From an optimization exercise on the open Yosys and OpenROAD flow, aimed at small area, a short achievable clock period and few clock cycles; shortcuts taken in it are not production practice. RTL that was checked went through simulation tests only; none was proved equivalent to the original. The RTL of runs 6 and 7 was laid out without a check of its function.

## design/flow/run.sh

```bash
#!/bin/bash
# synth_recipe.tcl (not shown) runs the flow's synth.tcl, then flattens the netlist and writes it again
# the make line also repeats each setting of config.mk as NAME=value (left out here)
make -C /OpenROAD-flow-scripts/flow DESIGN_CONFIG=/design/flow/config.mk WORK_HOME=/design/flow/orfs CLKGATE_MAP_FILE= SYNTH_SCRIPT=/design/flow/synth_recipe.tcl finish
```

## design/flow/constraint.sdc

```tcl
create_clock -name core_clock -period 33.0 [get_ports {clk}]
set_input_delay 6.6000 -clock core_clock [delete_from_list [all_inputs] [get_ports {clk}]]
set_output_delay 6.6000 -clock core_clock [all_outputs]
set_load 0.01 [all_outputs]
```

## design/flow/config.mk

```make
export PLATFORM = sky130hd
export DESIGN_NAME = bq_encoder
export DESIGN_NICKNAME = bq_encoder
export VERILOG_FILES = /design/flow/design.v
export SDC_FILE = /design/flow/constraint.sdc
export NUM_CORES = 4
export LEC_CHECK = 0
export CAP_MARGIN = 20
export CORE_MARGIN = 2
export CORE_UTILIZATION = 40
export SLEW_MARGIN = 20
```

## design/flow/design.v

```verilog
module bq_encoder (
    input  wire        clk,
    input  wire        rst,           
    input  wire        start,
    output wire        start_ready,
    input  wire [3:0]  cfg_w,         
    input  wire [3:0]  cfg_h,         
    input  wire [3:0]  cfg_d,         
    input  wire [3:0]  cfg_c,         
    input  wire        pix_valid,
    output wire        pix_ready,
    input  wire [23:0] pix_data,
    output reg         res_valid,
    output reg  [7:0]  res_data,
    output reg         done,
    output reg  [7:0]  base_y,
    output reg  [7:0]  max_delta,
    output reg  [3:0]  rbn,
    output reg  [2:0]  shift,
    output reg  [7:0]  avg_cr,
    output reg  [7:0]  avg_cb,
    output reg  [6:0]  csize
);
    localparam Q = 3;           
    reg        in_active;       
    reg        start_ready_r, pix_ready_r;
    reg  [2:0] wm1, hm1;        
    reg  [2:0] col, row;        
    reg  [3:0] d_in, c_in;      
    reg  [3:0] d_blk, c_blk;    
    assign start_ready = start_ready_r;
    assign pix_ready   = pix_ready_r;
    wire st_acc   = start & start_ready_r;
    wire px_acc   = pix_valid & pix_ready_r;
    wire is_first = (col == 3'd0) & (row == 3'd0);
    wire is_last  = (col == wm1) & (row == hm1);
    reg [23:0] p0;  reg v0, f0, l0;
    reg [7:0]  y1, r1, b1;  reg v1, f1, l1;
    reg        cons;            
    reg  [6:0]  cnt;
    reg  [7:0]  min_y, max_y;
    reg  [13:0] sum_cr, sum_cb;
    reg  [7:0]  ybuf [0:63];
    reg  [5:0]  wptr, rptr;
    reg  [6:0]  occ;            
    reg  [6:0]  rdy;            
    reg  [16:0] dq [0:Q-1];
    reg  [1:0]  dq_wp, dq_rp;
    reg  [2:0]  dq_n;
    reg  [6:0]  div_n;
    reg  [3:0]  div_cnt;
    reg  [5:0]  rem_cr, rem_cb;
    reg  [7:0]  dlo_cr, dlo_cb;
    wire rd_en = (rdy != 7'd0);
    wire [2:0] col_inc = (col == wm1) ? 3'd0 : col + 3'd1;
    wire [2:0] row_inc = (col == wm1) ? row + 3'd1 : row;
    wire       last_after_acc = (col_inc == wm1) & (row_inc == hm1);
    wire       last_after_st  = (cfg_w == 4'd1) & (cfg_h == 4'd1);
    wire in_active_n = st_acc ? 1'b1 : (px_acc & is_last) ? 1'b0 : in_active;
    wire is_last_n   = st_acc ? last_after_st : px_acc ? last_after_acc : is_last;
    wire [6:0] rdy_n   = rdy - {6'd0, rd_en} + (cons ? cnt : 7'd0);
    wire [6:0] occ_n0  = occ - {6'd0, rd_en};
    wire       cons_n  = v1 & l1;
    wire       s1l_n   = v0 & l0;
    wire       n2_n    = (cnt != 7'd0);         
    wire       e0 = (rdy_n >= 7'd1);
    wire       e1 = (rdy_n >= 7'd2) | cons_n;
    wire       e2 = (rdy_n >= 7'd3) | s1l_n | (cons_n & n2_n);
    wire [1:0] g  = {1'b0, e0} + {1'b0, e1} + {1'b0, e2};
    wire [6:0] lim = 7'd63 + {5'd0, g};
    wire       occ_ok = px_acc ? (occ_n0 + 7'd1 <= lim) : (occ_n0 <= lim);
    wire       last_ok = ~(v0 & l0) & ~(v1 & l1) & ~cons &
                         (div_cnt <= 4'd4) & (dq_n < Q);
    always @(posedge clk) begin
        if (rst) begin
            in_active     <= 1'b0;
            start_ready_r <= 1'b1;
            pix_ready_r   <= 1'b0;
        end else begin
            in_active     <= in_active_n;
            start_ready_r <= ~in_active_n;
            pix_ready_r   <= in_active_n & occ_ok & (~is_last_n | last_ok);
        end
        if (st_acc) begin
            wm1  <= cfg_w[2:0] - 3'd1;
            hm1  <= cfg_h[2:0] - 3'd1;
            col  <= 3'd0;
            row  <= 3'd0;
            d_in <= cfg_d;
            c_in <= cfg_c;
        end else if (px_acc) begin
            col <= col_inc;
            row <= row_inc;
        end
        if (px_acc & is_last) begin
            d_blk <= d_in;
            c_blk <= c_in;
        end
    end
    wire [25:0] pr = p0[23:16], pg = p0[15:8], pb = p0[7:0];
    wire [25:0] y_acc = (pr<<16)+(pr<<13)+(pr<<12)+(pr<<9)+(pr<<5)+(pr<<3)+(pr<<2)+pr
                      + (pg<<17)+(pg<<14)+(pg<<12)+(pg<<11)+(pg<<8)+(pg<<4)+(pg<<2)+(pg<<1)
                      + (pb<<14)+(pb<<13)+(pb<<12)+(pb<<10)+(pb<<7)+(pb<<5)+(pb<<4)+(pb<<3)+(pb<<2)
                      + 26'd256;
    always @(posedge clk) begin
        p0 <= pix_data;
        f0 <= is_first;
        l0 <= is_last;
        y1 <= y_acc[25:18];
        r1 <= p0[23:16];
        b1 <= p0[7:0];
        f1 <= f0;
        l1 <= l0;
        if (rst) begin
            v0   <= 1'b0;
            v1   <= 1'b0;
            cons <= 1'b0;
        end else begin
            v0   <= px_acc;
            v1   <= v0;
            cons <= v1 & l1;
        end
    end
    wire [8:0]  tr = {1'b0, r1} + {1'b0, ~y1} + 9'd1;
    wire [8:0]  tb = {1'b0, b1} + {1'b0, ~y1} + 9'd1;
    wire [21:0] TR = {13'd0, tr}, TB = {13'd0, tb};
    wire [21:0] cr_num = (TR<<12)+(TR<<10)+(TR<<9)+(TR<<7)+(TR<<6)+(TR<<4)+TR + 22'd3747584;
    wire [21:0] cb_num = (TB<<12)+(TB<<9)+(TB<<3)+(TB<<2)+TB + 22'd4059904;
    wire [7:0]  cr = cr_num[20:13];
    wire [7:0]  cb = cb_num[20:13];
    always @(posedge clk) begin
        if (v1) begin
            ybuf[wptr] <= y1;
            if (f1 | (y1 < min_y)) min_y <= y1;
            if (f1 | (y1 > max_y)) max_y <= y1;
            sum_cr <= (f1 ? 14'd0 : sum_cr) + {6'd0, cr};
            sum_cb <= (f1 ? 14'd0 : sum_cb) + {6'd0, cb};
        end
        if (rst | cons)
            cnt <= 7'd0;
        else if (v1)
            cnt <= cnt + 7'd1;
    end
    wire [7:0] delta = max_y - min_y;
    reg  [3:0] rbn_c;
    integer k;
    always @(*) begin
        rbn_c = 4'd0;
        for (k = 0; k < 8; k = k + 1)
            if (delta > (8'd1 << k))
                rbn_c = k[3:0] + 4'd1;
    end
    wire [3:0] shift_c = (rbn_c > d_blk) ? (rbn_c - d_blk) : 4'd0;
    wire [9:0] nd      = cnt * d_blk;
    wire [6:0] csize_c = (delta != 8'd0) ? (7'd4 + nd[9:3] + {6'd0, (nd[2:0] != 3'd0)}) : 7'd4;
    wire [6:0] rem2_cr = {rem_cr, dlo_cr[7]};
    wire [6:0] rem2_cb = {rem_cb, dlo_cb[7]};
    wire       ge_cr   = (rem2_cr >= div_n);
    wire       ge_cb   = (rem2_cb >= div_n);
    wire [6:0] sub_cr  = rem2_cr - div_n;
    wire [6:0] sub_cb  = rem2_cb - div_n;
    always @(posedge clk) begin
        if (cons) begin
            base_y    <= min_y;
            max_delta <= delta;
            rbn       <= rbn_c;
            shift     <= shift_c[2:0];
            csize     <= csize_c;
            div_n     <= cnt;
            rem_cr    <= sum_cr[13:8];
            rem_cb    <= sum_cb[13:8];
            dlo_cr    <= sum_cr[7:0];
            dlo_cb    <= sum_cb[7:0];
            avg_cr    <= 8'd0;
            avg_cb    <= 8'd0;
        end else if (div_cnt != 4'd0) begin
            rem_cr <= ge_cr ? sub_cr[5:0] : rem2_cr[5:0];
            rem_cb <= ge_cb ? sub_cb[5:0] : rem2_cb[5:0];
            dlo_cr <= {dlo_cr[6:0], 1'b0};
            dlo_cb <= {dlo_cb[6:0], 1'b0};
            avg_cr <= {avg_cr[6:0], ge_cr};
            avg_cb <= {avg_cb[6:0], ge_cb};
        end
        if (rst) begin
            div_cnt <= 4'd0;
            done    <= 1'b0;
        end else begin
            done <= (div_cnt == 4'd1);
            if (cons)
                div_cnt <= c_blk;
            else if (div_cnt != 4'd0)
                div_cnt <= div_cnt - 4'd1;
        end
    end
    wire [16:0] head     = dq[dq_rp];
    wire [7:0]  rd_y     = ybuf[rptr];
    wire [7:0]  rd_d     = rd_y - head[16:9];
    wire        blk_end  = (rptr == head[5:0]);
    wire        dq_pop   = rd_en & blk_end;
    always @(posedge clk) begin
        res_data <= rd_d >> head[8:6];
        if (cons)
            dq[dq_wp] <= {min_y, shift_c[2:0], wptr - 6'd1};
        if (rst) begin
            res_valid <= 1'b0;
            wptr      <= 6'd0;
            rptr      <= 6'd0;
            occ       <= 7'd0;
            rdy       <= 7'd0;
            dq_wp     <= 2'd0;
            dq_rp     <= 2'd0;
            dq_n      <= 3'd0;
        end else begin
            res_valid <= rd_en;
            if (v1) wptr <= wptr + 6'd1;
            if (rd_en) rptr <= rptr + 6'd1;
            occ <= occ + {6'd0, px_acc} - {6'd0, rd_en};
            rdy <= rdy_n;
            if (cons) dq_wp <= (dq_wp == Q - 1) ? 2'd0 : dq_wp + 2'd1;
            if (dq_pop) dq_rp <= (dq_rp == Q - 1) ? 2'd0 : dq_rp + 2'd1;
            dq_n <= dq_n + {2'd0, cons} - {2'd0, dq_pop};
        end
    end
endmodule
```

==> key figures, run 1 <==
Clocking
  – Clock sink count: 836
  – Clk slew on worst S/H paths: about 0.050 ns
  – CTS tree: built
  – CTS Buf Count: between 80 and 90
  – Post-CTS Setup Inserts: 0
  – Clk root buf: clkbuf_16
  – H-Tree Depth: 3
  – Clock latency on the worst-skew pair: 0.65 ns
  – Hold-fix buffers, CTS: 0
  – Maximum clock path buffer count: 3
  – # resized after CTS: 0

STA
  – Worst Slack Setup Final: 24.64 ns
  – Final setup skew: 0.0407 ns
  – Fin Hold WS: around 0.33 ns
  – # setup viols final: 0
  – Fin crit period: around 8.4 ns
  – Fin. max-slew vios: 0
  – Fmax: approximately 120 MHz
  – Final Hold Viols: 0
  – Final Cycle Share: roughly 25%
  – Worst-Margin Slew: between 1 and 1.5 ns
  – Slew headroom: 29.9%
  – Setup TNS: 0 ns
  – RSZ-0062 raised after global routing: false

Setup path
  – CP startpoint kind: input pin
  – Required time of the critical path: ~34 ns
  – Critical path endpoint category: flop
  – WP data arrival: about 8.9 ns
  – Class of the most critical setup path: input pin to flop
  – Crit Path Max Fanout: 11

Place
  – Placed Area: ~46000 µm²
  – GPL Wtd Cong: approximately 0.79
  – Port Buf Inserts: a little over 100
  – Pre-CTS setup slack: between 20 and 25 ns
  – DP HPWL: 62400 µm
  – Dpl cells: 4477

Hold path
  – Worst Hold Class: flop to flop

Synth
  – Distinct cells, synth: 74
  – Most used DFF post-synth: edfxtp_1
  – Syn avg cell area: roughly 14 µm²
  – Ys Warns: 1
  – Synth Cell Area: roughly 43000 µm²
  – Post-Synthesis Cells: between 3000 and 4000
  – Post-synthesis sequential area ratio: approximately 55%
  – Syn nets: 3557
  – Yosys reg bits: 836
  – EDFF count, synth: between 600 and 700
  – Post-synth ARST share: 0%

GRT
  – Gr ovfl total: 0
  – Total GRT Usage: ~17%
  – Initial antenna violation count: 0
  – Pin count of the biggest net entering global routing: 69
  – Vias in the first global route: 24691
  – First-pass GRT wire length: around 150000 µm

Route
  – # DRC: 0
  – Via count: ~24000
  – Drt pass-1 iters: 8
  – Average wire per standard cell: around 20 µm
  – Routed Antenna Nets: 0
  – DRT iter0 DRCs: ~1600
  – Vias per std cell: between 5 and 6
  – WL final: around 93000 µm

Layout
  – Design Area, Final: just under 50000 µm²
  – # nets final: roughly 3700
  – Fillers: 9510
  – Fin cells: approximately 4600
  – Post-layout util: 45.6%
  – Area Growth Syn to Fin: 12.8%
  – # diodes: 0
  – Layout cell share with drive strength beyond 1: about 11%

Floorplanning
  – Core Rows: between 100 and 150
  – Die height: ~330 µm
  – Initial Util: 40.4%
  – Core Area: 107000 µm²
  – Die Area: about 110000 µm²
  – Die Wd: between 300 and 400 µm
  – IO Count: about 100

Run status
  – Status: no timing/DRC/antenna violations

Job
  – Max-cap viol count: 0
-- cells in the mapped netlist (19+ instances only) --
library cell	count	share of area [%]
nor2_1	195	1.7
ha_1	282	8.1
nand3_1	35	0.40
a21o_1	33	0.57
nand2_1	145	1.3
o21ai_0	64	0.74
mux2i_1	57	1.3
clkbuf_1	62	0.54
o21a_1	22	0.38
edfxtp_1	694	48
buf_2	20	0.23
dfxtp_1	142	6.6
xor2_1	71	1.4
fa_1	197	9.1
mux2_2	20	0.52
nor2b_1	56	0.81
inv_1	305	2.6
nor3_1	38	0.44
mux4_2	152	7.9
nand4_1	24	0.35
xnor2_1	80	1.6
a21oi_1	110	1.3
and2_1	19	0.27
-- layer usage --
metal,routed length [µm],global-route usage (%),vias up
met4,1810,4.11,0
met1,43400,24.3,12041
li1,-,-,11279
met5,0,0,-
met3,3900,2.06,116
met2,44000,27.9,484
-- critical path, stage by stage --
cell             delay [ns]
clkdlybuf4s50_1        0.39
nand2_1                0.29
inv_1                  0.15
ha_1                   0.24
inv_1                  0.07
fa_1                   0.20
o21bai_1               0.08
a21oi_1                0.23
nor2_1                 0.07
nor2_1                 0.09
nor2_1                 0.05
or3_1                  0.33
a21oi_1                0.14
-- path summary, 6_finish.rpt --
check / depth (start not counted) / slack [ns] / start / end
min: 0 / 0.33 / f0 / f1
min reg2reg: 0 / 0.33 / f0 / f1
max reg2reg: 32 / 25.38 / y1[0] / sum_cr[12]
max: 13 / 24.64 / pix_valid / occ[6]
-- layout make-up --
class                      count  area, µm²  area share [%]
sequential                   836      23700            48.5
multi-input combinational   1798      18200            37.1
clock buffer                 116       2400            4.91
tap                         1403       1760            3.59
timing repair buffer         133       1250            2.55
inverter                     307       1150            2.36
clock inverter                45        479           0.980
-- registers in the layout (all words and copies together) (netlist names), 14 cells and up, named ones only --
| name | cells |
|---|---|
| ybuf | 512 |
| sum_cb | 14 |
| p0 | 24 |
| dq | 51 |
| sum_cr | 14 |
-- cell families after synthesis --
logic type      share of synthesized area [%]
flops                                    54.6
simple gates                             6.56
mux                                      9.73
buf+inv                                  3.53
compound gates                           4.91
fa+ha+maj                                17.3
xor+xnor                                 3.40
-- cells in the final DEF (no fill, tap or decap), types with 80 or more instances in the layout --
master,n
a21oi_1,110
clkbuf_16,90
clkdlybuf4s50_1,100
dfxtp_1,129
edfxtp_1,694
fa_1,197
ha_1,282
inv_1,305
mux4_2,152
nand2_1,145
nor2_1,194
xnor2_1,80
Testbench counts, summed over its fixed seeds: cycles 10,665.
==> run 2, diff against run 1 <==
--- a/design/flow/design.v
+++ b/design/flow/design.v
@@ -24,2 +24,3 @@
     localparam Q = 3;           
+    reg        rs;
     reg        in_active;       
@@ -37,3 +38,3 @@
     reg [23:0] p0;  reg v0, f0, l0;
-    reg [7:0]  y1, r1, b1;  reg v1, f1, l1;
+    reg [7:0]  y1;  reg [8:0] tr1, tb1;  reg v1, f1, l1;
     reg        cons;            
@@ -58,6 +59,5 @@
     wire       last_after_st  = (cfg_w == 4'd1) & (cfg_h == 4'd1);
-    wire in_active_n = st_acc ? 1'b1 : (px_acc & is_last) ? 1'b0 : in_active;
-    wire is_last_n   = st_acc ? last_after_st : px_acc ? last_after_acc : is_last;
     wire [6:0] rdy_n   = rdy - {6'd0, rd_en} + (cons ? cnt : 7'd0);
     wire [6:0] occ_n0  = occ - {6'd0, rd_en};
+    wire [6:0] occ_n1  = occ_n0 + 7'd1;
     wire       cons_n  = v1 & l1;
@@ -70,16 +70,20 @@
     wire [6:0] lim = 7'd63 + {5'd0, g};
-    wire       occ_ok = px_acc ? (occ_n0 + 7'd1 <= lim) : (occ_n0 <= lim);
+    wire       occ_ok0 = (occ_n0 <= lim);
+    wire       occ_ok1 = (occ_n1 <= lim);
     wire       last_ok = ~(v0 & l0) & ~(v1 & l1) & ~cons &
                          (div_cnt <= 4'd4) & (dq_n < Q);
-    always @(posedge clk) begin
-        if (rst) begin
-            in_active     <= 1'b0;
-            start_ready_r <= 1'b1;
-            pix_ready_r   <= 1'b0;
-        end else begin
-            in_active     <= in_active_n;
-            start_ready_r <= ~in_active_n;
-            pix_ready_r   <= in_active_n & occ_ok & (~is_last_n | last_ok);
-        end
-        if (st_acc) begin
+    wire pr_st = occ_ok0 & (~last_after_st | last_ok);
+    wire pr_px = ~is_last & occ_ok1 & (~last_after_acc | last_ok);
+    wire pr_no = in_active & occ_ok0 & (~is_last | last_ok);
+    always @(posedge clk) begin
+        rs            <= rst;
+        start_ready_r <= ~rst & (rs | (st_acc ? 1'b0 : (px_acc & is_last) ? 1'b1 : start_ready_r));
+        pix_ready_r   <= ~rst & ~rs & (st_acc ? pr_st : px_acc ? pr_px : pr_no);
+        if (rs)
+            in_active <= 1'b0;
+        else if (st_acc)
+            in_active <= 1'b1;
+        else if (px_acc & is_last)
+            in_active <= 1'b0;
+        if (start_ready_r) begin
             wm1  <= cfg_w[2:0] - 3'd1;
@@ -94,3 +98,3 @@
         end
-        if (px_acc & is_last) begin
+        if (pix_ready_r & is_last) begin
             d_blk <= d_in;
@@ -104,13 +108,14 @@
                       + 26'd256;
-    always @(posedge clk) begin
-        p0 <= pix_data;
-        f0 <= is_first;
-        l0 <= is_last;
-        y1 <= y_acc[25:18];
-        r1 <= p0[23:16];
-        b1 <= p0[7:0];
-        f1 <= f0;
-        l1 <= l0;
-        if (rst) begin
-            v0   <= 1'b0;
+    wire [7:0]  y0 = y_acc[25:18];
+    always @(posedge clk) begin
+        p0  <= pix_data;
+        f0  <= is_first;
+        l0  <= is_last;
+        y1  <= y0;
+        tr1 <= {1'b0, p0[23:16]} + {1'b0, ~y0} + 9'd1;
+        tb1 <= {1'b0, p0[7:0]}   + {1'b0, ~y0} + 9'd1;
+        f1  <= f0;
+        l1  <= l0;
+        v0  <= px_acc & ~rs;
+        if (rs) begin
             v1   <= 1'b0;
@@ -118,3 +123,2 @@
         end else begin
-            v0   <= px_acc;
             v1   <= v0;
@@ -123,5 +127,3 @@
     end
-    wire [8:0]  tr = {1'b0, r1} + {1'b0, ~y1} + 9'd1;
-    wire [8:0]  tb = {1'b0, b1} + {1'b0, ~y1} + 9'd1;
-    wire [21:0] TR = {13'd0, tr}, TB = {13'd0, tb};
+    wire [21:0] TR = {13'd0, tr1}, TB = {13'd0, tb1};
     wire [21:0] cr_num = (TR<<12)+(TR<<10)+(TR<<9)+(TR<<7)+(TR<<6)+(TR<<4)+TR + 22'd3747584;
@@ -138,3 +140,3 @@
         end
-        if (rst | cons)
+        if (rs | cons)
             cnt <= 7'd0;
@@ -183,12 +185,9 @@
         end
-        if (rst) begin
+        done <= ~rst & ~rs & (div_cnt == 4'd1);
+        if (rs)
             div_cnt <= 4'd0;
-            done    <= 1'b0;
-        end else begin
-            done <= (div_cnt == 4'd1);
-            if (cons)
-                div_cnt <= c_blk;
-            else if (div_cnt != 4'd0)
-                div_cnt <= div_cnt - 4'd1;
-        end
+        else if (cons)
+            div_cnt <= c_blk;
+        else if (div_cnt != 4'd0)
+            div_cnt <= div_cnt - 4'd1;
     end
@@ -200,19 +199,18 @@
     always @(posedge clk) begin
-        res_data <= rd_d >> head[8:6];
+        res_data  <= rd_d >> head[8:6];
+        res_valid <= ~rst & ~rs & rd_en;
         if (cons)
             dq[dq_wp] <= {min_y, shift_c[2:0], wptr - 6'd1};
-        if (rst) begin
-            res_valid <= 1'b0;
-            wptr      <= 6'd0;
-            rptr      <= 6'd0;
-            occ       <= 7'd0;
-            rdy       <= 7'd0;
-            dq_wp     <= 2'd0;
-            dq_rp     <= 2'd0;
-            dq_n      <= 3'd0;
+        if (rs) begin
+            wptr  <= 6'd0;
+            rptr  <= 6'd0;
+            occ   <= 7'd0;
+            rdy   <= 7'd0;
+            dq_wp <= 2'd0;
+            dq_rp <= 2'd0;
+            dq_n  <= 3'd0;
         end else begin
-            res_valid <= rd_en;
             if (v1) wptr <= wptr + 6'd1;
             if (rd_en) rptr <= rptr + 6'd1;
-            occ <= occ + {6'd0, px_acc} - {6'd0, rd_en};
+            occ <= px_acc ? occ_n1 : occ_n0;
             rdy <= rdy_n;
==> design/flow/flow/run.sh (new file) <==
#!/bin/bash
# The standard layout, with stronger port buffers than buffer_ports picks by
# default (it picks a slow delay cell when timing has slack to spare).
set -euo pipefail
export BUFFER_PORTS_ARGS="-buffer_cell sky130_fd_sc_hd__buf_4"
bash standard.sh > standard.log 2>&1
==> design/flow/standard.sh (new file) <==
#!/bin/bash
# synth_recipe.tcl (not shown) runs the flow's synth.tcl, then flattens the netlist and writes it again
# the make line also repeats each setting of config.mk as NAME=value (left out here)
make -C /OpenROAD-flow-scripts/flow DESIGN_CONFIG=/design/flow/config.mk WORK_HOME=/design/flow/orfs CLKGATE_MAP_FILE= SYNTH_SCRIPT=/design/flow/synth_recipe.tcl "${@:-finish}"
--- a/design/flow/config.mk
+++ b/design/flow/config.mk
@@ -10,2 +10,4 @@
 export CORE_UTILIZATION = 40
+export CTS_BUF_LIST = sky130_fd_sc_hd__clkbuf_4 sky130_fd_sc_hd__clkbuf_8
+export CTS_CLUSTER_SIZE = 40
 export SLEW_MARGIN = 20
removed: design/flow/run.sh
==> run 2 against run 1 <==
  * Synthesized area fell by 1.0%
  * Critical path type is now flop to primary output
  * Utilization fell by 0.45 points
  * Routed wire length fell by 3.2%
  * Hold slack improved by 0.0034 ns
  * Still clean
  * Die area fell by 1.0%
  * Critical path depth fell by 12
  * Worst setup slack improved by 0.36 ns
  * Clock-buffer cell count rose by 81
  * Fmax rose by 4.5%
==> key figures, run 2 <==
Floorplanning
  – Core Rows: 120
  – Die Area: between 100000 and 150000 µm²
  – Initial Util: between 40 and 50%
  – Core Area: around 110000 µm²
  – Die height: between 300 and 400 µm
  – Die Wd: 332 µm
  – IO Count: ~100

Synth
  – Ys Warns: 1
  – Distinct cells, synth: just under 70
  – Post-synth top cells: edfxtp_1, inv_1, ha_1
  – Post-synthesis sequential area ratio: ~55%
  – Syn avg cell area: ~14 µm²
  – Post-Synthesis Cells: 2974
  – Most used DFF post-synth: edfxtp_1
  – Syn nets: ~3500
  – Count leader, synth: edfxtp_1
  – Synth top area cells: edfxtp_1, fa_1, mux4_2, ha_1, dfxtp_1
  – Top cell type by total area after synthesis: edfxtp_1
  – Post-synth ARST share: 0%
  – Yosys reg bits: between 800 and 900
  – Synth Cell Area: 42900 µm²
  – EDFF count, synth: between 600 and 700
  – Share of the synthesized area in the top cell type: between 40% and 50%

Setup path
  – Crit Path Max Fanout: 7
  – CP peak stage delay: approximately 0.45 ns
  – Buf/Inv on CP: 1
  – WP data arrival: 1.41 ns
  – CP delay by family, top: flip-flops
  – CP max stage cell: dfxtp_1
  – Critical path endpoint category: primary output
  – CP startpoint kind: flop
  – Required time of the critical path: 26.40 ns
  – Class of the most critical setup path: flop to primary output
  – Worst-path cell chain: buf_4

STA
  – Worst Slack Setup Final: between 20 and 25 ns
  – Slew headroom: between 30% and 40%
  – Fin crit period: 8.01 ns
  – Fmax: ~120 MHz
  – Final Cycle Share: 24.3%
  – Worst-Margin Slew: between 0.9 and 1 ns
  – Setup TNS: 0 ns
  – Final Hold Viols: 0
  – Fin. max-slew vios: 0
  – Fin Hold WS: ~0.33 ns
  – # setup viols final: 0
  – Final setup skew: between 0.04 and 0.05 ns
  – RSZ-0062 raised after global routing: false

Clocking
  – CTS Buf Count: 140
  – Clock sink count: 839
  – Maximum clock path buffer count: 3
  – # resized after CTS: 0
  – H-Tree Depth: 4
  – CTS tree: built
  – Clk root buf: clkbuf_8
  – Clk slew on worst S/H paths: approximately 0.06 ns
  – Post-CTS Setup Inserts: 0
  – Hold-fix buffers, CTS: 0
  – Clock latency on the worst-skew pair: 0.80 ns

Route
  – Average wire per standard cell: around 19 µm
  – # DRC: 0
  – WL final: between 90000 and 100000 µm
  – Vias per std cell: 5.03
  – DRT iter0 DRCs: 1486
  – Routed Antenna Nets: 0
  – Via count: approximately 24000
  – Drt pass-1 iters: 5

Job
  – Max-cap viol count: 0

Layout
  – Design Area, Final: about 48000 µm²
  – Area Growth Syn to Fin: 12.2%
  – Post-layout util: a little under half
  – Fillers: about 9600
  – Layout cell share with drive strength beyond 1: roughly 17%
  – Max reg flops: ~510
  – Fin cells: 4669
  – # nets final: ~3700
  – Most frequent cells in the layout: edfxtp_1, inv_1, ha_1
  – Top reg by flops: ybuf
  – Biggest regs: ybuf x512, dq x51, p0 x24
  – Most common cell after layout, fill and taps aside: edfxtp_1

GRT
  – Pin count of the biggest net entering global routing: between 60 and 70
  – First-pass GRT wire length: 142000 µm
  – Total GRT Usage: between 10% and 20%
  – Initial antenna violation count: 1
  – Gr ovfl total: 0
  – Vias in the first global route: 24653

Place
  – Placed Area: ~45000 µm²
  – Port Buf Inserts: 101
  – Pre-CTS setup slack: approximately 25 ns
  – Dpl cells: about 4400
  – DP HPWL: roughly 60000 µm
  – GPL Wtd Cong: around 0.8

Hold path
  – Worst Hold Class: flop to flop

Run status
  – Status: no timing/DRC/antenna violations
==> run 2: cell count changes in the layout (fill, tap and decap cells not counted), sizes merged, moves of 11 or more <==
cell           previous run  this run
buf                      33       133
clkdlybuf4s50           100         0
clkbuf                  116       197
inv                     310       357
nor2b                    56        38
nand2                   146       129
a22oi                    16         3
mux2i                    57        44
o21ai                    68        55
a21o                     33        45
ha                      282       271
xnor2                    82        93
xor2                     72        61
==> run 2: final timing paths <==
path                from         to  slack (ns)  cells after the start
max          pix_ready_r  pix_ready       24.99                      1
min                   f0         f1        0.33                      0
max reg2reg        p0[4]     tr1[8]       25.52                     24
min reg2reg           f0         f1        0.33                      0
==> run 2: logic make-up after synthesis <==
logic type / synth area share (%)
flip-flops: 55.3
AND/OR/NAND/NOR: 5.78
adder cells (fa/ha/maj): 17.4
buffers and inverters: 3.98
AO/OA/AOI/OAI: 4.43
multiplexers: 9.96
XOR/XNOR: 3.16
==> run 2: worst reg2reg max path: stages, from the launching register on <==
cell and delay [ns]:
dfxtp_1 0.54, inv_1 0.28, fa_1 0.64, inv_1 0.08
fa_1 0.51, fa_1 0.54, fa_1 0.56, inv_1 0.06
fa_1 0.54, inv_1 0.05, ha_1 0.19, a211oi_1 0.30
o211ai_1 0.14, o2111ai_1 0.46, nand2_1 0.16, xor2_1 0.38
ha_1 0.23, inv_1 0.06, fa_1 0.40, a21o_1 0.19
a21oi_1 0.22, o21bai_1 0.10, maj3_1 0.39, a21o_1 0.19
a21o_1 0.17
==> run 2: routing by layer <==
metal / vias up / share of wire, % / track usage [%]
li1: 11084 / - / -
met1: 11859 / 45 / 22.5
met2: 440 / 49 / 28.2
met3: 117 / 4.3 / 2.92
met4: 0 / 1.8 / 4.58
met5: - / 0 / 0
==> run 2: area by class of cell <==
class                   instances  area, µm²  share of cell area (%)
flip-flops and latches        839      23800                    49.4
multi-input cells            1692      17500                    36.3
diodes                          1       2.50                 0.00520
repair buffers                133        998                    2.07
well taps                    1403       1760                    3.65
clock inverters                51        394                   0.818
clock buffers                 197       2420                    5.03
inverters                     353       1330                    2.75
Testbench counts of run 2, summed over its fixed seeds: cycles 10,665.
==> run 3, diff against run 2 <==
--- a/design/flow/config.mk
+++ b/design/flow/config.mk
@@ -10,4 +10,4 @@
 export CORE_UTILIZATION = 40
-export CTS_BUF_LIST = sky130_fd_sc_hd__clkbuf_4 sky130_fd_sc_hd__clkbuf_8
-export CTS_CLUSTER_SIZE = 40
+export CTS_CLUSTER_DIAMETER = 80
+export CTS_CLUSTER_SIZE = 30
 export SLEW_MARGIN = 20
==> run 3 against run 2 <==
  * Final cell count is 3.8% lower
  * Sequential cell count unchanged
  * Clock-buffer cell count is 147 lower
  * Utilization down 1.3 points
  * Critical endpoint unchanged
  * Register-to-register slack barely moved
  * Worst setup slack better by 0.15 ns
  * First-iteration DRC count is 1.5% higher
  * Synthesized area unchanged
  * Sequential share of layout area grew 1.4 points
  * Non-clock buffer count stayed put
  * Die area did not move
==> key figures, run 3 <==
Run status
  – Status: no timing/DRC/antenna violations

Route
  – DRT iter0 DRCs: ~1500
  – Drt pass-1 iters: 5
  – Average wire per standard cell: ~20 µm
  – WL final: just under 90000 µm
  – Routed Antenna Nets: 0
  – Vias per std cell: between 5 and 6
  – Via count: around 23000
  – # DRC: 0

Layout
  – Biggest regs: ybuf x512, dq x51, p0 x24
  – # diodes: 0
  – Layout cell share with drive strength beyond 1: 13.1%
  – Fillers: 9633
  – Most common cell after layout, fill and taps aside: edfxtp_1
  – Most frequent cells in the layout: edfxtp_1, inv_1, ha_1
  – Max reg flops: a little over 500
  – Area Growth Syn to Fin: 9.04%
  – Post-layout util: 43.8%
  – Top reg by flops: ybuf
  – # nets final: between 3000 and 4000

Clocking
  – CTS Buf Count: 42
  – Maximum clock path buffer count: 3
  – Clock latency on the worst-skew pair: around 0.65 ns
  – CTS tree: built
  – Clk slew on worst S/H paths: 0.10 ns
  – Clk root buf: clkbuf_16
  – Hold-fix buffers, CTS: 0
  – # resized after CTS: 0
  – H-Tree Depth: 2
  – Clock sink count: between 800 and 900
  – Post-CTS Setup Inserts: 0

GRT
  – First-pass GRT wire length: roughly 140000 µm
  – Gr ovfl total: 0
  – Vias in the first global route: 23680
  – Pin count of the biggest net entering global routing: 69
  – Initial antenna violation count: 1
  – Total GRT Usage: 16.3%

Synth
  – Syn nets: approximately 3500
  – Synth Cell Area: roughly 43000 µm²
  – Post-synth top cells: edfxtp_1, inv_1, ha_1
  – Ys Warns: 1
  – Top cell type by total area after synthesis: edfxtp_1
  – Count leader, synth: edfxtp_1
  – Post-synth ARST share: 0%
  – Syn avg cell area: approximately 14 µm²
  – Yosys reg bits: 839
  – Post-Synthesis Cells: roughly 3000
  – EDFF count, synth: 694
  – Share of the synthesized area in the top cell type: between 40 and 50%
  – Synth top area cells: edfxtp_1, fa_1, mux4_2, ha_1, dfxtp_1
  – Post-synthesis sequential area ratio: between 50% and 60%
  – Most used DFF post-synth: edfxtp_1
  – Distinct cells, synth: between 60 and 70

Setup path
  – Class of the most critical setup path: flop to primary output
  – Worst reg-to-reg path cell count: 24
  – R2r endpoint: tr1[8]
  – Setup slack, reg-to-reg: about 26 ns
  – CP startpoint kind: flop
  – Required time of the critical path: approximately 26 ns
  – Buf/Inv on CP: 1
  – CP peak stage delay: roughly 0.46 ns
  – Critical path endpoint category: primary output
  – WP data arrival: 1.26 ns
  – CP max stage cell: dfxtp_1
  – RR Startpoint: p0[4]
  – Worst-path cell chain: buf_4
  – Crit Path Max Fanout: 7
  – CP delay by family, top: flip-flops

STA
  – Final Cycle Share: 23.8%
  – Setup TNS: 0 ns
  – Worst-Margin Slew: between 0.9 and 1 ns
  – # setup viols final: 0
  – RSZ-0062 raised after global routing: false
  – Final Hold Viols: 0
  – Fin. max-slew vios: 0
  – Final setup skew: 0.0369 ns
  – Slew headroom: 34.7%
  – Fin crit period: just under 8 ns
  – Fmax: between 100 and 150 MHz

Hold path
  – Hold endpoint: f1
  – Hold path start: f0
  – Worst Hold Class: flop to flop
  – Hold depth: 0

Floorplanning
  – Initial Util: 40.2%
  – IO Count: between 100 and 150
  – Die Wd: between 300 and 400 µm
  – Core Rows: between 100 and 150
  – Die Area: approximately 110000 µm²
  – Die height: between 300 and 400 µm
  – Core Area: roughly 110000 µm²

Place
  – GPL Wtd Cong: about 0.8
  – Port Buf Inserts: roughly 100
  – DP HPWL: around 60000 µm

Job
  – Max-cap viol count: 0
## run 3: cell types whose count changed in the layout (fill, tap and decap cells not counted), moves of 7 or more
cell        before  now
clkbuf_4        46    0
clkinvlp_4      10    0
clkinv_2         8    1
clkinv_1        23    3
clkbuf_8       151    1
clkbuf_16        0   43
## run 3: final cells by class
type                            instances  area [µm²]  area share, %
Clock buffer                           50        1110           2.38
Clock inverter                         22         357          0.762
Inverter                              353        1330           2.83
Multi-Input combinational cell       1692       17500           37.4
Sequential cell                       839       23800           50.8
Tap cell                             1403        1760           3.75
Timing Repair Buffer                  133         998           2.13
## run 3: kinds of logic after synthesis
family	after synthesis	synth area share (%)
compound gates	304	4.43
xor+xnor	154	3.16
fa+ha+maj	476	17.4
buf+inv	443	3.98
flops	839	55.3
mux	224	9.96
simple gates	534	5.78
## run 3: routing by layer
layer | track usage (%) | share of wire, % | up-vias
met1 | 22.3 | 45 | 11570
met4 | 3.83 | 2.2 | 2
met5 | 0 | 0.015 | -
met3 | 2.39 | 4.2 | 104
met2 | 27.6 | 49 | 378
li1 | - | - | 10824
## run 3: how the worst max path moves through the flow
| stage | startpoint | end | slack (ns) | cells past startpoint |
|---|---|---|---|---|
| finish | pix_ready_r | pix_ready | 25.14 | 1 |
| global route | p0[6] | tr1[8] | 25.03 | 24 |
| CTS | pix_ready_r | pix_ready | 25.08 | 1 |
| detailed placement | cfg_h[1] | pix_ready_r | 24.73 | 7 |
| global placement | cfg_h[1] | pix_ready_r | 24.78 | 7 |
| floorplan | cfg_h[1] | pix_ready_r | 25.06 | 6 |
## run 3: metrics by stage
step / setup slack, ns / cell area, µm² / hold WS [ns] / cells
floorplan: 25.06 / 42900 / 0.310 / 2974
global route: 25.03 / 46800 / 0.353 / 4492
CTS: 25.08 / 46800 / 0.346 / 4492
detailed placement: 24.73 / 45300 / 0.321 / 4420
finish: 25.14 / 46800 / 0.344 / 4492
global placement: 24.78 / 45300 / 0.314 / 4419
==> run 4, diff against run 3 <==
--- a/design/flow/config.mk
+++ b/design/flow/config.mk
@@ -9,5 +9,6 @@
 export CORE_MARGIN = 2
-export CORE_UTILIZATION = 40
+export CORE_UTILIZATION = 60
 export CTS_CLUSTER_DIAMETER = 80
 export CTS_CLUSTER_SIZE = 30
+export PLACE_DENSITY = 0.7
 export SLEW_MARGIN = 20
==> run 4 against run 3 <==
  * Synthesized cell count is the same
  * Still clean
  * Clock skew shrank 0.0026 ns
  * First-iteration DRC count grew 39%
==> key figures, run 4 <==
Layout
  – Most frequent cells in the layout: edfxtp_1, inv_1, ha_1
  – # nets final: about 3600
  – Area Growth Syn to Fin: 7.19%
  – Biggest regs: ybuf x512, dq x51, p0 x24
  – Top reg by flops: ybuf
  – Most common cell after layout, fill and taps aside: edfxtp_1
  – Max reg flops: 512
  – Layout cell share with drive strength beyond 1: 12.8%
  – Fin cells: 4032

Synth
  – Syn avg cell area: roughly 14 µm²
  – EDFF count, synth: roughly 700
  – Post-synthesis sequential area ratio: between 50% and 60%
  – Share of the synthesized area in the top cell type: 48.6%
  – Post-synth top cells: edfxtp_1, inv_1, ha_1
  – Most used DFF post-synth: edfxtp_1
  – Yosys reg bits: 839
  – Synth top area cells: edfxtp_1, fa_1, mux4_2, ha_1, dfxtp_1
  – Post-Synthesis Cells: between 2000 and 3000
  – Top cell type by total area after synthesis: edfxtp_1
  – Ys Warns: 1
  – Count leader, synth: edfxtp_1
  – Distinct cells, synth: between 60 and 70
  – Syn nets: around 3500
  – Post-synth ARST share: 0%
  – Synth Cell Area: between 40000 and 50000 µm²

Setup path
  – Buf/Inv on CP: 1
  – Required time of the critical path: approximately 26 ns
  – Crit Path Max Fanout: 7
  – R2r endpoint: tr1[8]
  – Worst reg-to-reg path cell count: 24
  – CP startpoint: pix_ready_r
  – CP startpoint kind: flop
  – Setup slack, reg-to-reg: 25.50 ns
  – Worst Setup EP: pix_ready
  – CP max stage cell: dfxtp_1
  – RR Startpoint: p0[6]
  – Worst-path cell chain: buf_4
  – Critical path depth: 1
  – CP peak stage delay: about 0.5 ns
  – Critical path endpoint category: primary output
  – WP data arrival: around 1.3 ns
  – CP delay by family, top: flip-flops
  – Class of the most critical setup path: flop to primary output

STA
  – # setup viols final: 0
  – Fin. max-slew vios: 0
  – Slew headroom: 33.0%
  – RSZ-0062 raised after global routing: false
  – Fin crit period: around 8 ns
  – Setup TNS: 0 ns
  – Final setup skew: ~0.034 ns
  – Worst-Margin Slew: between 1 and 1.5 ns
  – Final Cycle Share: a little under a quarter
  – Fmax: 127 MHz
  – Final Hold Viols: 0

Floorplanning
  – Core Rows: 98
  – Die Wd: 271 µm
  – Core Area: around 71000 µm²
  – Die height: ~270 µm
  – Die Area: approximately 74000 µm²
  – Initial Util: between 60% and 70%
  – IO Count: approximately 100

Clocking
  – H-Tree Depth: 2
  – CTS Buf Count: 39
  – Maximum clock path buffer count: 3
  – # resized after CTS: 0
  – Hold-fix buffers, CTS: 0
  – Clk root buf: clkbuf_16
  – Clock sink count: 839
  – Clock latency on the worst-skew pair: 0.62 ns
  – Clk slew on worst S/H paths: about 0.11 ns
  – CTS tree: built
  – Post-CTS Setup Inserts: 0

Place
  – DP HPWL: just under 60000 µm
  – Dpl cells: 3960
  – GPL Wtd Cong: approximately 0.87
  – Port Buf Inserts: just over 100

Route
  – Average wire per standard cell: approximately 21 µm
  – Vias per std cell: a little under 6
  – # DRC: 0
  – Drt pass-1 iters: 5
  – Routed Antenna Nets: 0
  – Via count: 23488
  – DRT iter0 DRCs: between 2000 and 2500
  – WL final: 86300 µm

GRT
  – Initial antenna violation count: 1
  – First-pass GRT wire length: roughly 140000 µm
  – Gr ovfl total: 0
  – Total GRT Usage: between 20% and 30%
  – Vias in the first global route: 24288
  – Pin count of the biggest net entering global routing: between 60 and 70

Hold path
  – Worst Hold Class: flop to flop

Run status
  – Status: no timing/DRC/antenna violations

Job
  – Max-cap viol count: 0
## run 4: cell types whose count changed in the layout (fill, tap and decap cells not counted), sizes merged
cell	before	now
buf	133	126
clkbuf	50	49
clkinv	12	6
clkinvlp	0	4
diode	0	1
inv	362	364
## run 4: cell type report
class	count	area (µm²)
clock inverters	22	273
flip-flops and latches	839	23800
fillers	5182	25100
clock buffers	49	1010
inverters	353	1330
repair buffers	126	946
diodes	1	2.50
well taps	950	1190
multi-input cells	1692	17500
## run 4: cells by family after synthesis
kind of cell | Yosys count | share of synthesized area (%)
simple gates | 534 | 5.78
fa+ha+maj | 476 | 17.4
mux | 224 | 9.96
buf+inv | 443 | 3.98
flops | 839 | 55.3
compound gates | 304 | 4.43
xor+xnor | 154 | 3.16
## run 4: how the worst min path moves through the flow
stage / end / start / cells past startpoint / slack [ns]
2_1_floorplan: f1 / f0 / 0 / 0.31
3_3_place_gp: f1 / f0 / 0 / 0.32
3_5_place_dp: f1 / f0 / 0 / 0.32
4_1_cts: f1 / f0 / 0 / 0.35
5_1_grt: f1 / f0 / 0 / 0.36
6_report: f1 / f0 / 0 / 0.34
## run 4: per-stage QoR
stage / utilization, % / hold slack, ns / cell area, µm² / setup slack [ns]
2_1_floorplan: - / 0.310 / 42900 / 25.06
3_3_place_gp: 62.9 / 0.318 / 44700 / 24.66
3_5_place_dp: 62.9 / 0.318 / 44700 / 24.67
4_1_cts: 64.7 / 0.347 / 46000 / 25.10
5_1_grt: 64.7 / 0.361 / 46000 / 25.07
6_report: 64.7 / 0.341 / 46000 / 25.12
## run 4: per-layer routing
layer | global-route usage (%) | vias up | routed length, µm
met4 | 5.45 | 2 | 1800
li1 | - | 10801 | -
met3 | 3.56 | 119 | 5180
met5 | 0 | - | 13
met2 | 40.2 | 635 | 42300
met1 | 33.6 | 11931 | 37000
==> run 5, diff against run 4 <==
--- a/design/flow/config.mk
+++ b/design/flow/config.mk
@@ -9,6 +9,3 @@
 export CORE_MARGIN = 2
-export CORE_UTILIZATION = 60
-export CTS_CLUSTER_DIAMETER = 80
-export CTS_CLUSTER_SIZE = 30
-export PLACE_DENSITY = 0.7
+export CORE_UTILIZATION = 40
 export SLEW_MARGIN = 20
==> run 5 against run 4 <==
  * Hold slack worse by 0.0061 ns
  * Sequential cell count unchanged
  * Still clean
==> key figures, run 5 <==
Setup path
  – CP startpoint kind: flop
  – Worst-path cell chain: buf_4
  – WP data arrival: between 1 and 1.5 ns
  – R2r endpoint: tr1[8]
  – Buf/Inv on CP: 1
  – Crit Path Max Fanout: 7
  – CP max stage cell: dfxtp_1
  – CP delay by family, top: flip-flops
  – Critical path endpoint category: primary output
  – CP peak stage delay: approximately 0.45 ns
  – RR Startpoint: p0[6]
  – Setup slack, reg-to-reg: between 20 and 30 ns
  – Class of the most critical setup path: flop to primary output
  – Required time of the critical path: around 26 ns
  – Worst reg-to-reg path cell count: 24

STA
  – Setup TNS: 0 ns
  – # setup viols final: 0
  – RSZ-0062 raised after global routing: false
  – Final Cycle Share: a little under a quarter
  – Fin crit period: 7.87 ns
  – Fmax: between 100 and 150 MHz
  – Final setup skew: 0.0565 ns
  – Final Hold Viols: 0
  – Fin. max-slew vios: 0
  – Worst-Margin Slew: about 0.95 ns
  – Slew headroom: a little over a third

Place
  – Port Buf Inserts: a little over 100
  – DP HPWL: about 60000 µm
  – Dpl cells: 4420
  – GPL Wtd Cong: slightly above 0.8

Layout
  – # nets final: 3623
  – Max reg flops: between 500 and 600
  – Fillers: approximately 9500
  – Most common cell after layout, fill and taps aside: edfxtp_1
  – Most frequent cells in the layout: edfxtp_1, inv_1, ha_1
  – Fin cells: around 4600
  – Biggest regs: ybuf x512, dq x51, p0 x24
  – Area Growth Syn to Fin: 12.4%
  – Layout cell share with drive strength beyond 1: ~15%
  – Top reg by flops: ybuf
  – # diodes: 0

Hold path
  – Hold endpoint: f1
  – Worst Hold Class: flop to flop
  – Hold depth: 0
  – Hold path start: f0

Floorplanning
  – Die Area: 110000 µm²
  – Core Rows: 120
  – Die Wd: about 330 µm
  – IO Count: 102
  – Die height: 332 µm
  – Core Area: ~110000 µm²
  – Initial Util: about two fifths

GRT
  – Total GRT Usage: between 10% and 20%
  – Initial antenna violation count: 0
  – Vias in the first global route: roughly 24000
  – Gr ovfl total: 0
  – Met3 usage: between 2 and 2.5%
  – Gr busiest metal: met2
  – GR met1 Demand/Resource: 22.4%
  – Pin count of the biggest net entering global routing: 69
  – First-pass GRT wire length: between 100000 and 150000 µm
  – Global Route met2 Usage: 28.2%

Clocking
  – Post-CTS Setup Inserts: 0
  – Clock sink count: about 840
  – CTS tree: built
  – H-Tree Depth: 3
  – Maximum clock path buffer count: 3
  – Hold-fix buffers, CTS: 0
  – # resized after CTS: 0
  – Clk slew on worst S/H paths: 0.06 ns
  – Clk root buf: clkbuf_16
  – CTS Buf Count: 88
  – Clock latency on the worst-skew pair: 0.67 ns

Route
  – # DRC: 0
  – DRT iter0 DRCs: 1424
  – WL final: 89500 µm
  – Via count: between 20000 and 25000
  – Drt pass-1 iters: 5
  – Routed Antenna Nets: 0
  – Vias per std cell: 5.06
  – Average wire per standard cell: between 15 and 20 µm

Synth
  – Count leader, synth: edfxtp_1
  – Largest family of logic cells by synthesized area: adder cells
  – Ys Warns: 1
  – Top cell type by total area after synthesis: edfxtp_1
  – Distinct cells, synth: between 60 and 70
  – Synth top area cells: edfxtp_1, fa_1, mux4_2, ha_1, dfxtp_1
  – Post-synth ARST share: 0%
  – Yosys reg bits: roughly 840
  – Post-synth top cells: edfxtp_1, inv_1, ha_1
  – Syn avg cell area: 14.4 µm²
  – Syn nets: around 3500
  – Share of the synthesized area in the top cell type: around half
  – Synth Cell Area: 42900 µm²
  – Post-synthesis sequential area ratio: ~55%
  – Synth Area in Simple Gates: under 10%
  – Synth Area in Adders: 17.4%
  – Mux contribution to synthesized area: roughly a tenth
  – Synth Area in Compound Gates: 4.43%
  – Post-Synthesis Cells: a little under 3000
  – Most used DFF post-synth: edfxtp_1
  – XOR/XNOR Fraction of Synth Area: around 3.2%
  – EDFF count, synth: 694

Job
  – Max-cap viol count: 0

Run status
  – Status: no timing/DRC/antenna violations
-- run 5: cell counts after synthesis --
Identical to the previous run, type by type.
-- run 5: cells by family after synthesis --
| group | Yosys count |
|---|---|
| multiplexers | 224 |
| buffers and inverters | 443 |
| AND/OR/NAND/NOR | 534 |
| AO/OA/AOI/OAI | 304 |
| flip-flops | 839 |
| XOR/XNOR | 154 |
| adder cells (fa/ha/maj) | 476 |
-- run 5: final cells by class --
type                       instances  area [µm²]  area share [%]
multi-input combinational       1692       17500            36.2
sequential                       839       23800            49.2
timing repair buffer             133         998            2.07
clock buffer                     108        2360            4.89
tap                             1403        1760            3.64
clock inverter                    52         566            1.17
inverter                         353        1330            2.75
-- run 5: worst max-delay path by stage --
stage                start          end  slack, ns  cells past startpoint
2_1_floorplan     cfg_h[1]  pix_ready_r      25.06                      6
3_3_place_gp      cfg_h[1]  pix_ready_r      24.78                      7
3_5_place_dp      cfg_h[1]  pix_ready_r      24.73                      7
4_1_cts        pix_ready_r    pix_ready      25.08                      1
5_1_grt        pix_ready_r    pix_ready      25.04                      1
6_report       pix_ready_r    pix_ready      25.13                      1
-- run 5: through the flow --
step | hold slack (ns) | instance area (µm²) | utilization [%] | setup WS [ns]
6_report | 0.335 | 48300 | 45.2 | 25.13
5_1_grt | 0.343 | 48300 | 45.2 | 25.04
4_1_cts | 0.335 | 48300 | 45.2 | 25.08
3_5_place_dp | 0.321 | 45300 | 42.5 | 24.73
3_3_place_gp | 0.314 | 45300 | 42.5 | 24.78
2_1_floorplan | 0.310 | 42900 | - | 25.06
-- run 5: layer usage --
metal / wire (µm) / up-vias
met5: 0 / -
met4: 1670 / 0
met3: 3430 / 106
met2: 43900 / 401
met1: 40500 / 11681
li1: - / 10968
==> run 6, diff against run 5 <==
--- a/design/flow/design.v
+++ b/design/flow/design.v
@@ -53,3 +53,2 @@
     reg  [5:0]  rem_cr, rem_cb;
-    reg  [7:0]  dlo_cr, dlo_cb;
     wire rd_en = (rdy != 7'd0);
@@ -157,4 +156,5 @@
     wire [6:0] csize_c = (delta != 8'd0) ? (7'd4 + nd[9:3] + {6'd0, (nd[2:0] != 3'd0)}) : 7'd4;
-    wire [6:0] rem2_cr = {rem_cr, dlo_cr[7]};
-    wire [6:0] rem2_cb = {rem_cb, dlo_cb[7]};
+    wire [7:0] keep    = ~(8'hff >> c_blk);       
+    wire [6:0] rem2_cr = {rem_cr, avg_cr[7]};
+    wire [6:0] rem2_cb = {rem_cb, avg_cb[7]};
     wire       ge_cr   = (rem2_cr >= div_n);
@@ -173,6 +173,4 @@
             rem_cb    <= sum_cb[13:8];
-            dlo_cr    <= sum_cr[7:0];
-            dlo_cb    <= sum_cb[7:0];
-            avg_cr    <= 8'd0;
-            avg_cb    <= 8'd0;
+            avg_cr    <= sum_cr[7:0] & keep;
+            avg_cb    <= sum_cb[7:0] & keep;
         end else if (div_cnt != 4'd0) begin
@@ -180,4 +178,2 @@
             rem_cb <= ge_cb ? sub_cb[5:0] : rem2_cb[5:0];
-            dlo_cr <= {dlo_cr[6:0], 1'b0};
-            dlo_cb <= {dlo_cb[6:0], 1'b0};
             avg_cr <= {avg_cr[6:0], ge_cr};
--- a/design/flow/config.mk
+++ b/design/flow/config.mk
@@ -10,2 +10,4 @@
 export CORE_UTILIZATION = 40
+export CTS_CLUSTER_DIAMETER = 80
+export CTS_CLUSTER_SIZE = 25
 export SLEW_MARGIN = 20
==> run 6 against run 5 <==
  * Routed wire length shrank 1.9%
  * Still clean
  * First-iteration DRC count grew 18%
  * Sequential cell count shrank 16
==> key figures, run 6 <==
Run status
  – Status: no timing/DRC/antenna violations

STA
  – # setup viols final: 0
  – Worst-Margin Slew: around 1 ns
  – RSZ-0062 raised after global routing: false
  – Setup TNS: 0 ns
  – Fin Hold WS: 0.336 ns
  – Slew headroom: roughly 33%
  – Fmax: approximately 120 MHz
  – Final Cycle Share: roughly a quarter
  – Fin. max-slew vios: 0
  – Fin crit period: roughly 8.4 ns
  – Final Hold Viols: 0
  – Final setup skew: approximately 0.047 ns
  – Worst Slack Setup Final: roughly 25 ns

Route
  – Average wire per standard cell: between 15 and 20 µm
  – DRT iter0 DRCs: 1676
  – Vias per std cell: 5.15
  – # DRC: 0
  – WL final: 87800 µm
  – Routed Antenna Nets: 0
  – Via count: roughly 23000
  – Drt pass-1 iters: 7

Synth
  – Synth Area in Simple Gates: just under 6%
  – Ys Warns: 1
  – Most used DFF post-synth: edfxtp_1
  – Yosys reg bits: a little over 800
  – Syn avg cell area: roughly 14 µm²
  – Share of the synthesized area in the top cell type: between 40% and 50%
  – Synth top area cells: edfxtp_1, fa_1, mux4_2, ha_1, dfxtp_1
  – Post-synth ARST share: 0%
  – Top cell type by total area after synthesis: edfxtp_1
  – Post-synthesis sequential area ratio: a little over half
  – EDFF count, synth: a little under 700
  – Syn nets: about 3500
  – Post-synth top cells: edfxtp_1, inv_1, ha_1
  – Post-Synthesis Cells: 2948
  – Distinct cells, synth: 80
  – Count leader, synth: edfxtp_1
  – Synth Area in Compound Gates: under 10%
  – Synth Cell Area: about 43000 µm²
  – Synth Area in Adders: 17.4%
  – Mux contribution to synthesized area: between 10 and 15%
  – Largest family of logic cells by synthesized area: adder cells
  – XOR/XNOR Fraction of Synth Area: approximately 2.9%

Hold path
  – Worst Hold Class: flop to flop

GRT
  – Vias in the first global route: ~23000
  – Gr ovfl total: 0
  – Initial antenna violation count: 1
  – Total GRT Usage: 16.4%
  – First-pass GRT wire length: 138000 µm
  – Pin count of the biggest net entering global routing: just under 70

Place
  – Port Buf Inserts: just over 100
  – Placed Area: 45100 µm²
  – GPL Wtd Cong: 0.811
  – DP HPWL: roughly 60000 µm
  – Pre-CTS setup slack: about 25 ns

Floorplanning
  – Die Area: approximately 110000 µm²
  – Die Wd: between 300 and 400 µm
  – Die height: around 330 µm
  – IO Count: between 100 and 150
  – Core Rows: 119
  – Core Area: 106000 µm²
  – Initial Util: approximately two fifths

Setup path
  – Setup slack, reg-to-reg: around 26 ns
  – Crit Path Max Fanout: 23
  – Critical path endpoint category: primary output
  – CP startpoint kind: flop
  – Worst-path cell chain: buf_4
  – Class of the most critical setup path: flop to primary output
  – CP delay by family, top: flip-flops
  – WP data arrival: about 1.9 ns
  – Buf/Inv on CP: 1
  – CP peak stage delay: approximately 0.93 ns
  – CP max stage cell: dfxtp_1
  – Required time of the critical path: between 20 and 30 ns

Clocking
  – CTS Buf Count: 47
  – Clk root buf: clkbuf_16
  – CTS tree: built
  – # resized after CTS: 0
  – Post-CTS Setup Inserts: 0
  – Maximum clock path buffer count: 3
  – Clock latency on the worst-skew pair: between 0.6 and 0.7 ns
  – Clk slew on worst S/H paths: about 0.10 ns
  – Clock sink count: 823
  – Hold-fix buffers, CTS: 0
  – H-Tree Depth: 2

Job
  – Max-cap viol count: 0

Layout
  – Most frequent cells in the layout: edfxtp_1, inv_1, ha_1
  – Fillers: about 9500
  – Max reg flops: 512
  – Area Growth Syn to Fin: 9.26%
  – # nets final: around 3600
  – Most common cell after layout, fill and taps aside: edfxtp_1
  – Top reg by flops: ybuf
  – Design Area, Final: around 47000 µm²
  – Layout cell share with drive strength beyond 1: 12.9%
  – Register area: about 23000 µm²
  – # diodes: 0
  – Biggest regs: ybuf x512, dq x51, p0 x24
  – Area occupied by multi-input gates: between 15000 and 20000 µm²
run 6: changes by cell type after synthesis, moves of 11 or more:
| cell | before | now |
|---|---|---|
| o21ai_1 | 3 | 29 |
| a21oi_1 | 110 | 87 |
| nand2_1 | 129 | 111 |
| inv_1 | 352 | 369 |
| dfxtp_1 | 145 | 129 |
| mux2_2 | 20 | 5 |
| xor2_1 | 61 | 48 |
| a21o_1 | 45 | 33 |
| nor2_1 | 198 | 187 |
| o2bb2ai_1 | 1 | 12 |
run 6: kinds of logic after synthesis:
kind of cell,count (synthesis)
multiplexers,218
AND/OR/NAND/NOR,525
flip-flops,823
buffers and inverters,457
AO/OA/AOI/OAI,315
XOR/XNOR,136
adder cells (fa/ha/maj),474
run 6: worst paths after layout:
path                       from     endpoint  depth (start not counted)
setup / recovery  start_ready_r  start_ready                          1
hold / removal               f0           f1                          0
setup reg to reg          p0[6]       tr1[7]                         27
hold reg to reg              f0           f1                          0
run 6: final cells by class:
class / count / area share [%]
Sequential cell: 823 / 50.3
Multi-Input combinational cell: 1668 / 37.5
Tap cell: 1391 / 3.73
Inverter: 371 / 2.99
Clock buffer: 62 / 2.69
Timing Repair Buffer: 129 / 2.08
Clock inverter: 23 / 0.716
run 6: through the flow:
| stage | utilization [%] | instances |
|---|---|---|
| CTS | 44.2 | 4467 |
| detailed placement | 42.7 | 4382 |
| floorplan | - | 2948 |
| global placement | 42.7 | 4382 |
| finish | 44.2 | 4467 |
| global route | 44.2 | 4467 |
run 6: layer usage:
metal / track usage, % / share of wire, % / vias to the layer above
met5: 0 / 0 / -
met4: 3.50 / 1.6 / 0
met3: 2.04 / 4.4 / 78
met2: 27.0 / 48 / 478
met1: 23.4 / 46 / 11642
li1: - / - / 10815
==> run 7, diff against run 6 <==
--- a/design/flow/flow/run.sh
+++ b/design/flow/flow/run.sh
@@ -5,2 +5,3 @@
 export BUFFER_PORTS_ARGS="-buffer_cell sky130_fd_sc_hd__buf_4"
+export SETUP_SLACK_MARGIN=25.4
 bash standard.sh > standard.log 2>&1
==> run 7 against run 6 <==
  * Largest cell class unchanged
  * Highest routed layer unchanged
  * Utilization increased by 0.38 points
  * Routed wire length increased by 0.35%
==> key figures, run 7 <==
Run status
  – Status: no timing/DRC/antenna violations

Setup path
  – Setup slack, reg-to-reg: between 20 and 30 ns
  – CP delay by family, top: flip-flops
  – WP data arrival: ~1.3 ns
  – Worst reg-to-reg path cell count: 27
  – CP max stage cell: edfxtp_1
  – Crit Path Max Fanout: 2
  – Buf/Inv on CP: 1
  – CP startpoint kind: flop
  – R2r endpoint: tr1[7]
  – RR Startpoint: p0[21]
  – Critical path endpoint category: primary output
  – Required time of the critical path: 26.40 ns
  – CP peak stage delay: ~0.45 ns
  – Worst-path cell chain: buf_6
  – Class of the most critical setup path: flop to primary output

STA
  – Final Cycle Share: a little under a quarter
  – Slew headroom: a little under a third
  – # setup viols final: 0
  – Worst-Margin Slew: around 1.0 ns
  – RSZ-0062 raised after global routing: true
  – Setup TNS: 0 ns
  – Final setup skew: ~0.048 ns
  – Fin. max-slew vios: 0
  – Final Hold Viols: 0
  – Fin crit period: roughly 8 ns
  – Fmax: 127 MHz

Layout
  – Biggest regs: ybuf x512, dq x51, p0 x24
  – # diodes: 0
  – Layout cell share with drive strength beyond 1: 14.0%
  – # nets final: 3577
  – Max reg flops: ~510
  – Area Growth Syn to Fin: 10.2%
  – Most common cell after layout, fill and taps aside: edfxtp_1
  – Top reg by flops: ybuf
  – Most frequent cells in the layout: edfxtp_1, inv_1, ha_1
  – Fillers: between 9000 and 10000

Synth
  – Synth top area cells: edfxtp_1, fa_1, mux4_2, ha_1, dfxtp_1
  – Top cell type by total area after synthesis: edfxtp_1
  – Post-synthesis sequential area ratio: between 50% and 60%
  – Post-synth ARST share: 0%
  – Synth Cell Area: 42700 µm²
  – Syn nets: ~3500
  – EDFF count, synth: 694
  – Post-synth top cells: edfxtp_1, inv_1, ha_1
  – Share of the synthesized area in the top cell type: ~49%
  – Syn avg cell area: 14.5 µm²
  – Post-Synthesis Cells: 2948
  – Ys Warns: 1
  – Most used DFF post-synth: edfxtp_1
  – Distinct cells, synth: 80
  – Count leader, synth: edfxtp_1
  – Yosys reg bits: about 820

Place
  – Port Buf Inserts: 101
  – DP HPWL: ~60000 µm
  – GPL Wtd Cong: slightly above 0.8

Clocking
  – Clock latency on the worst-skew pair: between 0.6 and 0.7 ns
  – CTS Buf Count: 47
  – Maximum clock path buffer count: 3
  – CTS tree: built
  – Clk root buf: clkbuf_16
  – Hold-fix buffers, CTS: 0
  – H-Tree Depth: 2
  – Clock sink count: 823
  – Clk slew on worst S/H paths: about 0.10 ns

Hold path
  – Hold depth: 0
  – Worst Hold Class: flop to flop
  – Hold endpoint: f1
  – Hold path start: f0

Route
  – Average wire per standard cell: around 20 µm
  – Vias per std cell: about 5.1
  – DRT iter0 DRCs: roughly 1600
  – Drt pass-1 iters: 7
  – Via count: 23032
  – Routed Antenna Nets: 0
  – WL final: about 90000 µm
  – # DRC: 0

Floorplanning
  – Die Area: ~110000 µm²
  – Die height: roughly 330 µm
  – Initial Util: ~40%
  – IO Count: between 100 and 150
  – Core Rows: ~120
  – Core Area: ~110000 µm²
  – Die Wd: roughly 330 µm

GRT
  – Global Route met2 Usage: a little over a quarter
  – Initial antenna violation count: 1
  – Gr ovfl total: 0
  – Gr busiest metal: met2
  – Met3 usage: 2.05%
  – First-pass GRT wire length: 138000 µm
  – Pin count of the biggest net entering global routing: approximately 70
  – GR met1 Demand/Resource: a little under a quarter
  – Vias in the first global route: 23547
  – Total GRT Usage: 16.4%

Job
  – Max-cap viol count: 0
-- run 7: layout make-up --
type	instances	area, µm²	area share (%)
Clock buffer	62	1250	2.67
Clock inverter	23	334	0.710
Inverter	371	1400	2.97
Multi-Input combinational cell	1668	17500	37.2
Sequential cell	823	23500	49.9
Tap cell	1391	1740	3.70
Timing Repair Buffer	150	1330	2.83
-- run 7: logic make-up after synthesis --
kind of cell | Yosys count | synth area share (%)
AND/OR/NAND/NOR | 525 | 5.82
flip-flops | 823 | 54.9
AO/OA/AOI/OAI | 315 | 4.80
XOR/XNOR | 136 | 2.86
multiplexers | 218 | 10.1
buffers and inverters | 457 | 4.15
adder cells (fa/ha/maj) | 474 | 17.4
-- run 7: stage by stage --
step                cells  hold WS [ns]  area (µm²)  utilization, %  setup slack, ns
floorplan            2948         0.310       42700               -            25.55
global placement     4382         0.311       45100            42.7            25.22
detailed placement   4382         0.315       45100            42.7            25.21
CTS                  4480         0.340       46900            44.4            25.09
global route         4488         0.355       47000            44.6            25.08
finish               4488         0.336       47000            44.6            25.12
-- run 7: worst max-delay path by stage --
| stage | start | to | slack (ns) | cells after the start |
|---|---|---|---|---|
| after global placement | start_ready_r | start_ready | 25.22 | 1 |
| after floorplan | pix_valid | pix_ready_r | 25.55 | 5 |
| final | avg_cb[0] | avg_cb[0] | 25.12 | 1 |
| after global routing | avg_cb[0] | avg_cb[0] | 25.08 | 1 |
| after CTS | avg_cb[0] | avg_cb[0] | 25.09 | 1 |
| after detailed placement | start_ready_r | start_ready | 25.21 | 1 |
-- run 7: repair_timing --
item | CTS | global route
pin swaps | 0 | 1
hold endpoints to repair | 0 | 0
endpoints found under the setup margin | 59 | 63
buffers inserted | 13 | 8
resized for setup | 41 | 31
gates cloned | 0 | 0
-- run 7: layer usage --
metal | wire length (µm) | share of wire [%] | up-vias
met2 | 42000 | 48 | 482
met5 | 0 | 0 | -
met1 | 40700 | 46 | 11607
met3 | 4010 | 4.5 | 83
li1 | - | - | 10860
met4 | 1400 | 1.6 | 0

what the ideal ports hide:
The results above use ideal ports. As a check the final layouts listed here were re-extracted and re-timed, cells and wires unchanged. Step 1, drivers: a clkbuf_16 drives clk and a buf_2 each remaining input, both assumed. Step 2, shift: input delay + t, output delay - t, t = (earliest + latest rising clock arrival at the registers) / 2. This alone moves slack from input paths to output paths. Three values: ideal ports, drivers, drivers and shift; two values: the first two.
| run | t, ns | setup WS [ns] | worst setup path at the end | clock arrival spread, ns |
|---|---|---|---|---|
| run 1 | 0.698 | 24.637 / 24.665 / 23.967 | input to register | 0.045 / 0.044 |
| run 2 | 0.857 | 24.994 / 24.924 / 24.745 | input to register | 0.048 / 0.049 |
| run 3 | 0.700 | 25.144 / 25.067 / 24.737 | input to register | 0.044 / 0.044 |
| run 4 | 0.670 | 25.119 / 25.052 / 24.701 | input to register | 0.038 / 0.038 |
| run 5 | 0.713 | 25.127 / 25.053 / 24.753 | input to register | 0.058 / 0.058 |
| run 6 | 0.710 | 24.554 / 24.485 / 25.195 | register to output | 0.064 / 0.064 |
| run 7 | 0.710 | 25.122 / 25.053 / 25.290 | input to register | 0.063 / 0.064 |
After both steps every run listed still meets setup and hold. The setup slack of run 1, which loses most, moves by +0.028 ns with the drivers and by -0.670 ns with both steps.
